Background: an optimization exercise with open tools, aiming at small area, a short achievable clock period and few clock cycles. Do not read the settings as production practice.
Function was checked by simulation only, so behaviour that the tests miss may differ from the original.
Power figures rest on the tool's default switching activity, not on a simulated workload.

--- flow/design.v ---
module dc_translator (
    input             clk,
    input             start,
    input             resector,
    input      [7:0]  heads,
    input      [7:0]  spt,
    input      [15:0] cyl,
    input      [3:0]  head,
    input      [7:0]  sector,
    output reg        valid,
    output reg [31:0] lba
);
    reg [4:0]  step;
    reg [23:0] ch;
    wire [2:0] bsel = 3'd7 - step[2:0];
    wire       hbit = heads[bsel];
    wire [2:0] ssel = 3'd0 - step[2:0];      
    wire       sbit = spt[ssel];
    wire [23:0] ch_sh  = (step[3] ? ch : {ch[22:0], 1'b0});
    wire [23:0] ch_add = step[3] ? {20'd0, head} : (hbit ? {8'd0, cyl} : 24'd0);
    wire        last   = step[4] && step[0];   
    wire [31:0] p_sh   = last ? lba : {lba[30:0], 1'b0};
    wire [31:0] p_add  = last ? {24'd0, sector} : (sbit ? {8'd0, ch} : 32'd0);
    always @(posedge clk) begin
        if (start) begin
            step  <= 5'd0;
            ch    <= 24'd0;
            lba   <= 32'd0;
            valid <= 1'b0;
        end else if (resector && valid) begin
            step  <= 5'd9;
            lba   <= 32'd0;
            valid <= 1'b0;
        end else if (!valid) begin
            step <= step + 5'd1;
            if (step <= 5'd8)
                ch  <= ch_sh + ch_add;
            else
                lba <= p_sh + p_add;
            if (last)
                valid <= 1'b1;
        end
    end
endmodule
module dc_sector_buffer #(
    parameter S  = 16,           
    parameter TW = 5             
) (
    input           clk,
    input           ins_en,      
    input  [TW-1:0] ins_tap,
    input  [7:0]    ins_data,
    input  [TW-1:0] rd_sel,
    output [7:0]    rd_data      
);
    localparam T = 512 / S;
    reg  [4095:0] ring;
    wire [4095:0] ring_d;
    genvar i;
    generate
        for (i = 0; i < 512; i = i + 1) begin : g_pos
            if ((i % S) == S - 1) begin : g_tap
                wire hit = ins_en && (ins_tap == ((i + 1) / S) % T);
                assign ring_d[8*i +: 8] = hit ? ins_data : ring[8*((i + 1) % 512) +: 8];
            end else begin : g_sh
                assign ring_d[8*i +: 8] = ring[8*(i + 1) +: 8];
            end
        end
    endgenerate
    always @(posedge clk)
        ring <= ring_d;
    wire [7:0] taps [0:T-1];
    generate
        for (i = 0; i < T; i = i + 1) begin : g_rd
            assign taps[i] = ring[8*(S*i + 1) +: 8];
        end
    endgenerate
    assign rd_data = taps[rd_sel];
endmodule
module disk_controller_top (
    input             clk,
    input             rst_n,
    input             req,
    input             we,
    input      [2:0]  addr,
    input      [7:0]  wdata,
    output            ready,
    output     [7:0]  rdata,
    output reg        drq,
    output            attn,
    input      [1:0]  geom_present,
    input      [15:0] geom_heads,
    input      [15:0] geom_spt,
    input      [31:0] geom_bps,
    output            st_req,
    output            st_we,
    output            st_drive,
    output     [31:0] st_lba,
    output     [8:0]  st_idx,
    output     [7:0]  st_wdata,
    input             st_ack,
    input      [7:0]  st_rdata
);
    localparam S  = 16;           
    localparam TW = 5;            
    localparam A_DATA = 3'd0, A_HSEL = 3'd1, A_SSTAT = 3'd2, A_STAT = 3'd3, A_ATTN = 3'd4;
    localparam S_IDLE = 3'd0,     
               S_RDXL = 3'd1,     
               S_LOAD = 3'd2,     
               S_WR   = 3'd3,     
               S_CMD  = 3'd4,     
               S_WDONE = 3'd5;    
    reg [2:0] state, state_n;
    reg       idle_q;              
    reg       rdy_w0, rdy_r0;      
    reg       ok_q;                
    reg [8:0] pos_n;
    reg [9:0] off_n;
    reg       hz_n, cif_w_n;
    reg       cmd_q;               
    reg       xlw_q;               
    reg       ld_last_q;           
    reg [9:0] ntx_n, nb_n;
    reg [1:0]  present;
    reg [7:0]  heads0, heads1, spt0, spt1;
    reg [1:0]  bps_ok;
    reg [15:0] cyl0, cyl1;
    reg        sel_drive;
    reg [3:0]  sel_head;
    reg        st_ready, st_rnf, seek_done, select_done;
    reg [15:0] cyl_latch;
    reg        cif_w;         
    reg        cif_f;         
    reg        cmd_rl;        
    reg [9:0]  off;           
    reg        hz;            
    reg [7:0]  hdr0, hdr1, hdr2, hdr3, hdr4;
    reg [8:0]  pb0;           
    reg [8:0]  pos;           
    reg [7:0]  data_q;        
    reg [9:0]  ntx;           
    reg [9:0]  nb;            
    reg  [7:0]  dl [1:15];
    reg  [15:0] dv;           
    reg  [3:0]  ld_d;         
    integer     di;
    always @(*) begin
        ld_d = 4'd0;
        for (di = 1; di < 16; di = di + 1)
            if (dv[di]) ld_d = di[3:0];
    end
    wire [7:0] dl_at_ld = (ld_d == 4'd0) ? data_q : dl[ld_d];
    wire [7:0] dl_at_ls = (pos[3:0] == 4'd0) ? data_q : dl[pos[3:0]];
    wire [15:0] sel_cyl = sel_drive ? cyl1 : cyl0;
    wire [7:0]  sel_heads = sel_drive ? heads1 : heads0;
    wire [7:0]  sel_spt = sel_drive ? spt1 : spt0;
    wire        xl_valid;
    wire [31:0] xl_lba;
    wire        chg_a, chg_s;
    dc_translator u_xlate (
        .clk     (clk),
        .start   (!rst_n || chg_a),
        .resector(chg_s),
        .heads   (sel_heads),
        .spt     (sel_spt),
        .cyl     (sel_cyl),
        .head    (sel_head),
        .sector  (hdr0),
        .valid   (xl_valid),
        .lba     (xl_lba)
    );
    wire        xl_ok  = present[sel_drive] && bps_ok[sel_drive] &&
                         ({4'd0, sel_head} <= sel_heads) && (hdr0 <= sel_spt);
    wire           idle = idle_q;
    wire           pos_al = (pos[3:0] == 4'd0);
    wire           acc_data = req && (addr == A_DATA);
    wire           last_w   = (off == 10'd516) && cif_w;    
    wire           h_ins    = idle && acc_data && we && !hz && pos_al;
    wire           ld_ins   = (state == S_LOAD) && (dv != 16'd0) && (pos[3:0] == 4'd0);
    wire           ins_en   = h_ins || ld_ins;
    wire [TW-1:0]  ins_tap  = pos[8:4];
    wire [7:0]     ins_data = idle ? wdata : dl_at_ld;
    wire           s_wr     = (state == S_WR);
    wire           sw_tap   = s_wr && (pos[3:0] == 4'd15) && !st_ack;    
    wire [TW-1:0]  rd_sel   = sw_tap ? pos[8:4] - 1'b1 : pos[8:4];
    wire [7:0]     ring_rd;
    dc_sector_buffer #(.S(S), .TW(TW)) u_buf (
        .clk      (clk),
        .ins_en   (ins_en),
        .ins_tap  (ins_tap),
        .ins_data (ins_data),
        .rd_sel   (rd_sel),
        .rd_data  (ring_rd)
    );
    wire is_rdcmd = (wdata[7:4] == 4'h0) && (wdata[2:0] == 3'b001);    
    wire h_first_wr = h_ins && last_w;                                  
    reg [7:0] hdr_byte;
    always @(*) begin
        case (off[2:0])
            3'd0:    hdr_byte = hdr0;
            3'd1:    hdr_byte = hdr1;
            3'd2:    hdr_byte = hdr2;
            3'd3:    hdr_byte = hdr3;
            default: hdr_byte = hdr4;
        endcase
    end
    wire [7:0] data_byte = hz ? hdr_byte : data_q;
    wire st_go = xl_valid && ok_q;
    assign st_req   = ((state == S_RDXL) && st_go) ||
                      ((state == S_LOAD) && !ntx[9]) ||
                      ((state == S_WR) && st_go && !ntx[9]);
    assign st_we    = (state == S_WR);
    assign st_drive = sel_drive;
    assign st_lba   = xl_lba;
    assign st_idx   = ntx[8:0];
    assign st_wdata = dl_at_ls;
    wire   st_xfer  = st_req && st_ack;
    wire ld_done = ld_ins && (nb == 10'd511);
    wire wr_done = (state == S_WR) && st_xfer && (ntx == 10'd511);
    wire xl_fail = ((state == S_RDXL) || (state == S_WR)) && xl_valid && !ok_q;
    wire busy_rdy = cmd_q || ld_last_q || (xlw_q && xl_valid && !ok_q);
    dc_bus u_bus (
        .req       (req),
        .we        (we),
        .addr      (addr),
        .idle      (idle_q),
        .f_w0      (idle_q ? rdy_w0 : busy_rdy),
        .f_r0      (idle_q ? rdy_r0 : busy_rdy),
        .f_cmd     (!idle_q && busy_rdy),
        .f_oth     (idle_q || busy_rdy),
        .data_byte (data_byte),
        .sseek     ({seek_done, select_done}),
        .stat      ({st_ready, st_rnf}),
        .ready     (ready),
        .rdata     (rdata),
        .attn      (attn)
    );
    wire fire = idle && req && ready;       
    wire [9:0] off_inc = (off == 10'd516) ? 10'd0 : off + 10'd1;
    wire [8:0] pb0_dec = pb0 - 9'd1;
    assign chg_s = (fire && acc_data && we && (off == 10'd0)) || (ld_done && cmd_rl);
    assign chg_a = (fire && we && (addr == A_HSEL)) ||
                   ((state == S_CMD) && (wdata == 8'h10 || wdata == 8'h80));
    wire loading = ((state == S_RDXL) || (state == S_LOAD)) && !ntx[9];
    wire [15:0] dv_n = ((state == S_RDXL) || (state == S_LOAD)) ? {dv[14:0] & ~(ld_ins ? (16'd1 << ld_d) : 16'd0), st_xfer}
                               : 16'd0;
    integer k;
    always @(posedge clk) begin
        dl[1] <= data_q;
        for (k = 2; k < 16; k = k + 1)
            dl[k] <= dl[k-1];
    end
    always @(posedge clk) begin
        data_q <= loading ? st_rdata : ring_rd;
        dv     <= rst_n ? dv_n : 16'd0;
        if (!rst_n) begin
            state_n = S_IDLE;
            drq         <= 1'b0;
            present     <= geom_present;
            heads0      <= geom_heads[7:0];
            heads1      <= geom_heads[15:8];
            spt0        <= geom_spt[7:0];
            spt1        <= geom_spt[15:8];
            bps_ok[0]   <= (geom_bps[15:0] == 16'd512);
            bps_ok[1]   <= (geom_bps[31:16] == 16'd512);
            cyl0        <= 16'd0;
            cyl1        <= 16'd0;
            sel_drive   <= 1'b0;
            sel_head    <= 4'd0;
            st_ready    <= 1'b0;
            st_rnf      <= 1'b0;
            seek_done   <= 1'b0;
            select_done <= 1'b0;
            cyl_latch   <= 16'd0;
            cif_w_n = 1'b0;
            cif_f       <= 1'b0;
            cmd_rl      <= 1'b0;
            off_n = 10'd0;
            hz_n = 1'b1;
            pb0         <= 9'd0;
            pos_n = 9'd0;
            ntx_n = 10'd0;
            nb_n = 10'd0;
        end else begin
            pb0  <= pb0_dec;
            pos_n = pos - 9'd1;
            ntx_n  = ntx;
            nb_n   = nb;
            off_n   = off;
            hz_n    = hz;
            cif_w_n = cif_w;
            state_n = state;
            case (state)
                S_IDLE: begin
                    if (req && acc_data && ready) begin
                        off_n = off_inc;
                        hz_n = (off == 10'd516) || (off < 10'd4);
                        if (!hz)
                            pos_n = pos;                      
                        if (we && hz) begin
                            case (off[2:0])
                                3'd0: hdr0 <= wdata;
                                3'd1: hdr1 <= wdata;
                                3'd2: hdr2 <= wdata;
                                3'd3: hdr3 <= wdata;
                                default: hdr4 <= wdata;
                            endcase
                        end
                        if (off_inc == 10'd0)
                            drq <= 1'b0;
                        if (we && off_inc == 10'd5 && cif_f)
                            drq <= 1'b0;
                    end else if (h_first_wr) begin
                        off_n = 10'd0;
                        hz_n = 1'b1;
                        pos_n = pos;             
                        state_n = S_WR;
                        ntx_n = 10'd0;
                    end else if (req && we && addr == A_STAT && is_rdcmd) begin
                        cif_w_n = 1'b0;
                        cif_f  <= 1'b0;
                        cmd_rl <= wdata[3];
                        ntx_n = 10'd0;
                        nb_n = 10'd0;
                        state_n = S_RDXL;
                    end else if (req && we && addr == A_STAT) begin
                        state_n = S_CMD;
                    end else if (fire && we) begin
                        case (addr)
                            A_HSEL: begin
                                st_ready <= 1'b0;
                                if (wdata[7:4] == 4'h1 || wdata[7:4] == 4'h2) begin
                                    sel_drive <= wdata[5];
                                    if (present[wdata[5]]) begin
                                        sel_head <= wdata[3:0];
                                        if ({4'd0, wdata[3:0]} <= (wdata[5] ? heads1 : heads0))
                                            st_ready <= 1'b1;
                                    end
                                end
                            end
                            A_SSTAT: cyl_latch <= {wdata, cyl_latch[15:8]};
                            default: ;
                        endcase
                    end
                end
                S_CMD: begin
                    state_n = S_IDLE;
                    case (wdata)
                        8'h02: begin
                            cif_w_n = 1'b1;
                            cif_f <= 1'b0;
                            off_n = 10'd5;
                            hz_n = 1'b0;
                            pos_n = pb0_dec;
                            drq   <= 1'b1;
                        end
                        8'h04: begin
                            cif_w_n = 1'b1;
                            cif_f <= 1'b1;
                            drq   <= 1'b1;
                        end
                        8'h10: begin
                            if (sel_drive) cyl1 <= cyl_latch;
                            else           cyl0 <= cyl_latch;
                            seek_done <= 1'b1;
                            off_n = 10'd0;
                            hz_n = 1'b1;
                            pos_n = pb0_dec;
                        end
                        8'h20: select_done <= 1'b1;
                        8'h80: begin
                            drq         <= 1'b0;
                            present     <= geom_present;
                            heads0      <= geom_heads[7:0];
                            heads1      <= geom_heads[15:8];
                            spt0        <= geom_spt[7:0];
                            spt1        <= geom_spt[15:8];
                            bps_ok[0]   <= (geom_bps[15:0] == 16'd512);
                            bps_ok[1]   <= (geom_bps[31:16] == 16'd512);
                            cyl0        <= 16'd0;
                            cyl1        <= 16'd0;
                            sel_drive   <= 1'b0;
                            sel_head    <= 4'd0;
                            st_ready    <= 1'b0;
                            st_rnf      <= 1'b0;
                            seek_done   <= 1'b0;
                            select_done <= 1'b0;
                            cyl_latch   <= 16'd0;
                            cif_w_n = 1'b0;
                            cif_f       <= 1'b0;
                            off_n = 10'd0;
                            hz_n = 1'b1;
                            pos_n = pb0_dec;
                        end
                        default: ;
                    endcase
                end
                S_RDXL: begin
                    if (xl_fail) begin
                        st_rnf <= 1'b1;
                        state_n = S_IDLE;
                    end else if (st_go) begin
                        state_n = S_LOAD;
                        pos_n = 9'd0;
                        pb0   <= 9'd0;
                        if (st_xfer) ntx_n = ntx + 10'd1;
                    end
                end
                S_LOAD: begin
                    if (st_xfer) ntx_n = ntx + 10'd1;
                    if (ld_ins) begin
                        pos_n = pos;
                        nb_n = nb + 10'd1;
                    end
                    if (ld_done) begin
                        state_n = S_IDLE;
                        drq   <= 1'b1;
                        pos_n = pb0_dec;
                        if (cmd_rl) begin
                            off_n = 10'd0;
                            hz_n = 1'b1;
                            hdr0 <= sel_cyl[7:0];
                            hdr1 <= {sel_head, 1'b0, sel_cyl[10:8]};
                            hdr2 <= 8'd0;
                            hdr3 <= 8'd0;
                            hdr4 <= 8'd0;
                        end else begin
                            off_n = 10'd5;
                            hz_n = 1'b0;
                        end
                    end
                end
                S_WR: begin
                    if (sw_tap)
                        pos_n = {pos[8:4] - 1'b1, 4'd0};
                    else if (!st_xfer)
                        pos_n = pos + 9'd1;
                    else
                        pos_n = pos;
                    if (st_xfer) ntx_n = ntx + 10'd1;
                    if (xl_fail) begin
                        st_rnf <= 1'b1;
                        cif_w_n = 1'b0;
                        cif_f <= 1'b0;
                        drq   <= 1'b0;
                        pos_n = pb0_dec;
                        state_n = S_IDLE;
                    end else if (wr_done) begin
                        pos_n = pb0_dec;
                        state_n = S_WDONE;
                    end
                end
                S_WDONE: begin
                    cif_w_n = 1'b0;
                    cif_f <= 1'b0;
                    drq   <= 1'b0;
                    state_n = S_IDLE;
                end
            endcase
        end
        pos     <= pos_n;
        ntx     <= ntx_n;
        nb      <= nb_n;
        cmd_q     <= (state_n == S_CMD) || (state_n == S_WDONE);
        xlw_q     <= (state_n == S_RDXL) || (state_n == S_WR);
        ld_last_q <= (state_n == S_LOAD) && (nb_n == 10'd511) && (pos_n[3:0] == 4'd0) && (dv_n != 16'd0);
        off     <= off_n;
        hz      <= hz_n;
        cif_w   <= cif_w_n;
        state   <= state_n;
        rdy_w0  <= (state_n == S_IDLE) && (hz_n || ((pos_n[3:0] == 4'd0) && !((off_n == 10'd516) && cif_w_n)));
        rdy_r0  <= (state_n == S_IDLE) && (hz_n || (pos_n == {rd_sel, 4'd0}));
        idle_q  <= (state_n == S_IDLE);
        ok_q    <= xl_ok;
    end
endmodule
module dc_bus (
    input        req,
    input        we,
    input  [2:0] addr,
    input        idle,
    input        f_w0,        
    input        f_r0,        
    input        f_cmd,       
    input        f_oth,       
    input  [7:0] data_byte,
    input  [1:0] sseek,
    input  [1:0] stat,
    output       ready,
    output [7:0] rdata,
    output       attn
);
    wire a0 = (addr == 3'd0);
    wire cw = (addr == 3'd3) && we;
    assign ready = a0 ? (we ? f_w0 : f_r0) : (cw ? f_cmd : f_oth);
    assign rdata = !addr[1] ? data_byte :
                   addr[0]  ? {stat, 6'd0} : {6'd0, sseek};
    assign attn  = idle && req && we && (addr == 3'd4);
endmodule
--- flow/flow/run.sh ---
#!/bin/bash
# Own layout flow: the standard flow (standard.sh) with
#  - the standard synthesis, whose combinational cells are then re-mapped for
#    area by Yosys/ABC (remap.sh); every register stays as synthesized, and
#    the cells in the combinational cones of the outputs are kept;
#  - a larger setup margin for timing repair (the clock period and the
#    constraints are unchanged);
#  - the smallest buffer on the ports, and no dummy loads in clock tree
#    synthesis.
# Each tool's full output goes to a log file in this folder.
set -euo pipefail
F=$(cd "$(dirname "$0")" && pwd)
ARGS=(SETUP_SLACK_MARGIN=6.5
      "BUFFER_PORTS_ARGS=-buffer_cell sky130_fd_sc_hd__buf_1"
      "CTS_ARGS=-sink_clustering_enable -repair_clock_nets -dont_use_dummy_load -sink_clustering_size 30 -sink_clustering_max_diameter 80 -buf_list sky130_fd_sc_hd__clkbuf_16")
bash standard.sh "${ARGS[@]}" synth > make_synth.log 2>&1
R=orfs/results/sky130hd/disk_controller_top/base
cp $R/1_2_yosys.v standard_synth.v
bash $F/remap.sh standard_synth.v remapped.v > remap.log 2>&1
cp remapped.v $R/1_2_yosys.v
rm -f $R/1_synth.odb $R/1_synth.sdc
bash standard.sh "${ARGS[@]}" finish > make_finish.log 2>&1
--- flow/flow/remap.sh ---
#!/bin/bash
# usage: remap.sh IN.v OUT.v
# Re-maps the combinational cells of a flat sky130hd netlist with Yosys/ABC
# for area. Registers are kept as they are (same instances, names, cells).
# The cells in the combinational cones of the outputs (the paths that end
# at an output port, which set the period) are kept as well.
set -euo pipefail
IN=$1; OUT=$2
F=$(cd "$(dirname "$0")" && pwd)
P=${FLOW_HOME:-/OpenROAD-flow-scripts/flow}/platforms/${FLOW_PLATFORM:-sky130hd}
LIB=$P/lib/sky130_fd_sc_hd__tt_025C_1v80.lib
python3 $F/splitlib.py $LIB remap_comb.lib remap_seq.lib
DU=$(sed -n '/DONT_USE_CELLS/,/^$/p' $P/config.mk | grep -o "sky130_fd_sc_hd__[a-z0-9_]*" | sed 's/^/-dont_use /' | tr '\n' ' ')
SEQ=$(grep -o "sky130_fd_sc_hd__[a-z0-9_]*" $IN | sort -u | grep -E "__(df|edf|sdf|dl)" | sed 's/^/:-/' | tr -d '\n')
cat > remap.ys <<EOY
read_liberty -lib remap_seq.lib
read_liberty -ignore_miss_func remap_comb.lib
read_verilog $IN
hierarchy -top disk_controller_top
select -set cone o:* %ci*$SEQ
setattr -set keep_hierarchy 1 @cone
flatten
opt_clean
abc -liberty $LIB $DU
opt_clean -purge
tee -o remap_stat.txt stat -liberty $LIB
select disk_controller_top
write_verilog -noattr -selected $OUT
EOY
yosys -s remap.ys
--- flow/flow/splitlib.py ---
import re,sys
src=open(sys.argv[1]).read()
# split into header and cell groups
i=src.index('cell (')
head=src[:i]
cells=[]; pos=i
while True:
    j=src.find('cell (',pos)
    if j<0: break
    # find matching brace
    k=src.index('{',j); depth=1; m=k+1
    while depth:
        c=src[m]
        if c=='{': depth+=1
        elif c=='}': depth-=1
        m+=1
    cells.append(src[j:m]); pos=m
tail='\n}\n'
comb=[c for c in cells if not re.search(r'\n\s*(ff|latch|statetable)\s*\(',c)]
seq=[c for c in cells if re.search(r'\n\s*(ff|latch|statetable)\s*\(',c)]
open(sys.argv[2],'w').write(head+'\n'.join(comb)+tail)
open(sys.argv[3],'w').write(head+'\n'.join(seq)+tail)
print(len(comb),len(seq))
--- flow/standard.sh ---
#!/bin/bash
# synth_recipe.tcl (not shown) runs the flow's synth.tcl, then flattens the netlist and writes it again
# the make line also repeats each setting of config.mk as NAME=value (left out here)
make -C /OpenROAD-flow-scripts/flow DESIGN_CONFIG=/design/flow/config.mk WORK_HOME=/design/flow/orfs CLKGATE_MAP_FILE= SYNTH_SCRIPT=/design/flow/synth_recipe.tcl "${@:-finish}"
--- flow/config.mk ---
export PLATFORM = sky130hd
export DESIGN_NAME = disk_controller_top
export DESIGN_NICKNAME = disk_controller_top
export VERILOG_FILES = /design/flow/design.v
export SDC_FILE = /design/flow/constraint.sdc
export NUM_CORES = 8
export LEC_CHECK = 0
export CAP_MARGIN = 20
export CORE_AREA = 2 2 464.24 464.24
export CTS_BUF_LIST = sky130_fd_sc_hd__clkbuf_16
export CTS_CLUSTER_DIAMETER = 80
export CTS_CLUSTER_SIZE = 30
export DIE_AREA = 0 0 466.24 466.24
export SLEW_MARGIN = 20
export SYNTH_HIERARCHICAL = 1
export SYNTH_MEMORY_MAX_BITS = 8192
export SYNTH_MINIMUM_KEEP_SIZE = 0
--- flow/constraint.sdc ---
create_clock -name core_clock -period 12.0 [get_ports {clk}]
set_input_delay 2.4000 -clock core_clock [delete_from_list [all_inputs] [get_ports {clk}]]
set_output_delay 2.4000 -clock core_clock [all_outputs]
set_load 0.01 [all_outputs]
==> impl_metrics.tcl <==
set metrics [dict create \
    syn_inst 7360 \
    crit_chain "buf_12 > and4bb_1 > o21ai_1 > o211a_1 > buf_6" \
    peakVddDrop_v 0.000167 \
    final-setup-viol-count 0 \
    power.static_leakage_uw 0.0444 \
    setup_tns_ns 0 \
    cap_violations 0 \
    outcome "timing/DRC/antenna clean" \
    post_drt_wl_per_cell_um 22.3 \
    end_kind "output port" \
    cts_buffers 183 \
    drive_above_1_share_pct 5.48 \
    antenna_found_initial 25 \
    syn_to_final_growth_pct 9.61 \
    fin_nets 7868 \
    drc 0 \
    slew_headroom_pct 19.6 \
    port_buffers 152 \
    power_uw 23400 \
    ant_nets 0 \
    fin_crit_sh_pct 46.4 \
    rrSetupSlack_ns 6.65 \
    grt_max_degree 64 \
    clk_latency_ns 0.88 \
    dieArea_sq_um 217000 \
    core_area_sq_um 212000 \
    synth_nets 7459 \
    wl_mm 237 \
    finalCriticalPeriod_ns 5.57 \
    synth_area_sq_um 107000 \
    final_cell_count_no_fill 10610 \
    cts_tree "yes" \
    hold_class "flip-flop to flip-flop" \
    cpPeakStageDelay_ns 0.22 \
    slew_viol_final 0 \
    setup.worst_path.start_class "input port" \
    critical_path.top_delay_family "compound AO/OA/AOI/OAI gates" \
    die_w_um 466 \
    path_clk_slew_ns 0.10 \
    overflow 0 \
    p_per_area_nw_per_um2 200 \
    drtPass1Iterations 7 \
    dpl.hpwl_mm 163 \
    clock_path_buffers 3 \
    htree_levels 4 \
    worst-setup-path-type "input port to output port" \
    fmax_ghz 0.180 \
    crit_buf_inv 2 \
    vias 52782 \
    synth_warnings 18 \
    grt_pass1_vias 50159 \
    clock_skew_ns 0.107 \
    worstPathRequired_ns 9.60 \
    crit_fanout 7 \
    grt_pass1_wl_mm 339 \
    arrival_ns 3.17 \
    via_per_inst 4.97 \
    fp.dieH_um 466 \
    avgSynthCellArea_sq_um 14.5 \
    grtUsageTotal_pct 21.4 \
    worst_pin_slew_ns 1.20 \
    dp_cells 10375 \
    drt_iter0_markers 4348 \
    hold_buffers 0 \
    gp_congestion 0.917 \
    hold_violations 0 \
    start_util_pct 50.2 \
    boundaryPins 153 \
    cts.sinks 4498 \
    rows 169 \
    rsz0062_at_grt "yes" \
    cp_slowest_cell "o211a_1" \
    root_buffer "clkbuf_16" \
]
==> final timing paths <==
| path | startpoint | to | cells after the start |
|---|---|---|---|
| setup / recovery | addr[0] | ready | 5 |
| hold / removal | u_buf.ring[1337]$_DFF_P_ | u_buf.ring[1329]$_DFF_P_ | 0 |
| hold reg to reg | u_buf.ring[1337]$_DFF_P_ | u_buf.ring[1329]$_DFF_P_ | 0 |
| setup reg to reg | sel_drive$_SDFFE_PN0P_ | u_xlate.ch[23]$_SDFFE_PP0P_ | 19 |
==> area by class of cell <==
type | instances | area (sq um)
diodes | 22 | 55.1
clock buffers | 183 | 4580
fillers | 17379 | 95400
inverters | 44 | 169
multi-input cells | 2771 | 16000
flip-flops and latches | 4498 | 90800
well taps | 2821 | 3530
repair buffers | 271 | 1640
==> where the power goes <==
group	switching, uW	internal [uW]
logic	816	357
registers	232	15200
clock network	4090	2740
==> repair_timing <==
item,4_1_cts,5_1_grt
pin swaps,14,14
setup endpoints to repair,97,45
hold endpoints to repair,0,0
gates resized for setup,87,70
cloned,1,1
setup buffers,21,7
==> placed cells by master, fill, tap and decap left out, types with 19 or more instances in the layout <==
| cell | count |
|---|---|
| a22o_1 | 19 |
| and3_1 | 20 |
| nor2b_1 | 70 |
| nor3_1 | 74 |
| o211ai_1 | 33 |
| buf_4 | 106 |
| dfxtp_1 | 4411 |
| nor2_1 | 464 |
| a221oi_1 | 30 |
| xnor2_1 | 36 |
| edfxtp_1 | 76 |
| nand3_1 | 81 |
| nand2b_1 | 37 |
| and2_0 | 26 |
| mux2i_1 | 89 |
| buf_1 | 142 |
| xor2_1 | 19 |
| a31oi_1 | 46 |
| clkinv_1 | 30 |
| nand4_1 | 37 |
| clkbuf_16 | 183 |
| nor2_2 | 22 |
| a21oi_1 | 310 |
| a222oi_1 | 29 |
| o21ai_0 | 352 |
| a22oi_1 | 68 |
| o22ai_1 | 27 |
| a32oi_1 | 49 |
| nand2_1 | 500 |
| diode_2 | 22 |
==> sequential cells by signal (all words and copies together), names as in the netlist, 10 cells and up <==
register,cells
u_buf.ring,4096
dl,120
u_xlate.lba,32
u_xlate.ch,24
cyl0,16
cyl1,16
cyl_latch,16
dv,16
nb,10
ntx,10
off,10
==> through the flow <==
step	utilization (%)	cell area (sq um)	setup WS (ns)	hold WS (ns)
6_report	55.0	117000	6.43	0.261
4_1_cts	54.9	116000	6.44	0.256
3_5_place_dp	52.5	111000	4.98	0.312
3_3_place_gp	52.5	111000	4.93	0.309
2_1_floorplan	-	107000	6.52	0.310
5_1_grt	55.0	117000	6.38	0.278
==> metal layers <==
metal	global-route usage [%]	vias up	routed length (um)
met2	34.0	1358	106000
li1	-	25472	-
met1	30.6	25597	112000
met4	6.92	0	7610
met3	2.57	355	10200
met5	0	-	0
Testbench counts, summed over its fixed seeds: cycles 134,554.

==> afterwards: timing with drivers on the ports <==
The flow's constraints put no driver on any port. The routed layout listed below was extracted and timed again, unchanged, in two steps.
Step 1: set_driving_cell puts a clkbuf_16 on clk and a buf_2 on each other input, an assumption about the parent block.
Step 2 adds t to the input delays and takes it off the output delays; t is the mean of the earliest and latest rising clock arrival at the registers after step 1. Input paths then give back, and output paths get back, about the clock's delay inside the block.
a / b / c = ideal / step 1 / step 2; a / b = the first two.
t (ns): 0.913
slack for setup (ns): 6.433 / 6.384 / 5.726
hold WS [ns]: 0.261 / 0.261 / 0.261
pins driven straight from the clock port: 1
After both steps setup and hold are still met in this run. The setup slack of this run moves by -0.049 ns with the drivers and by -0.707 ns with both steps.
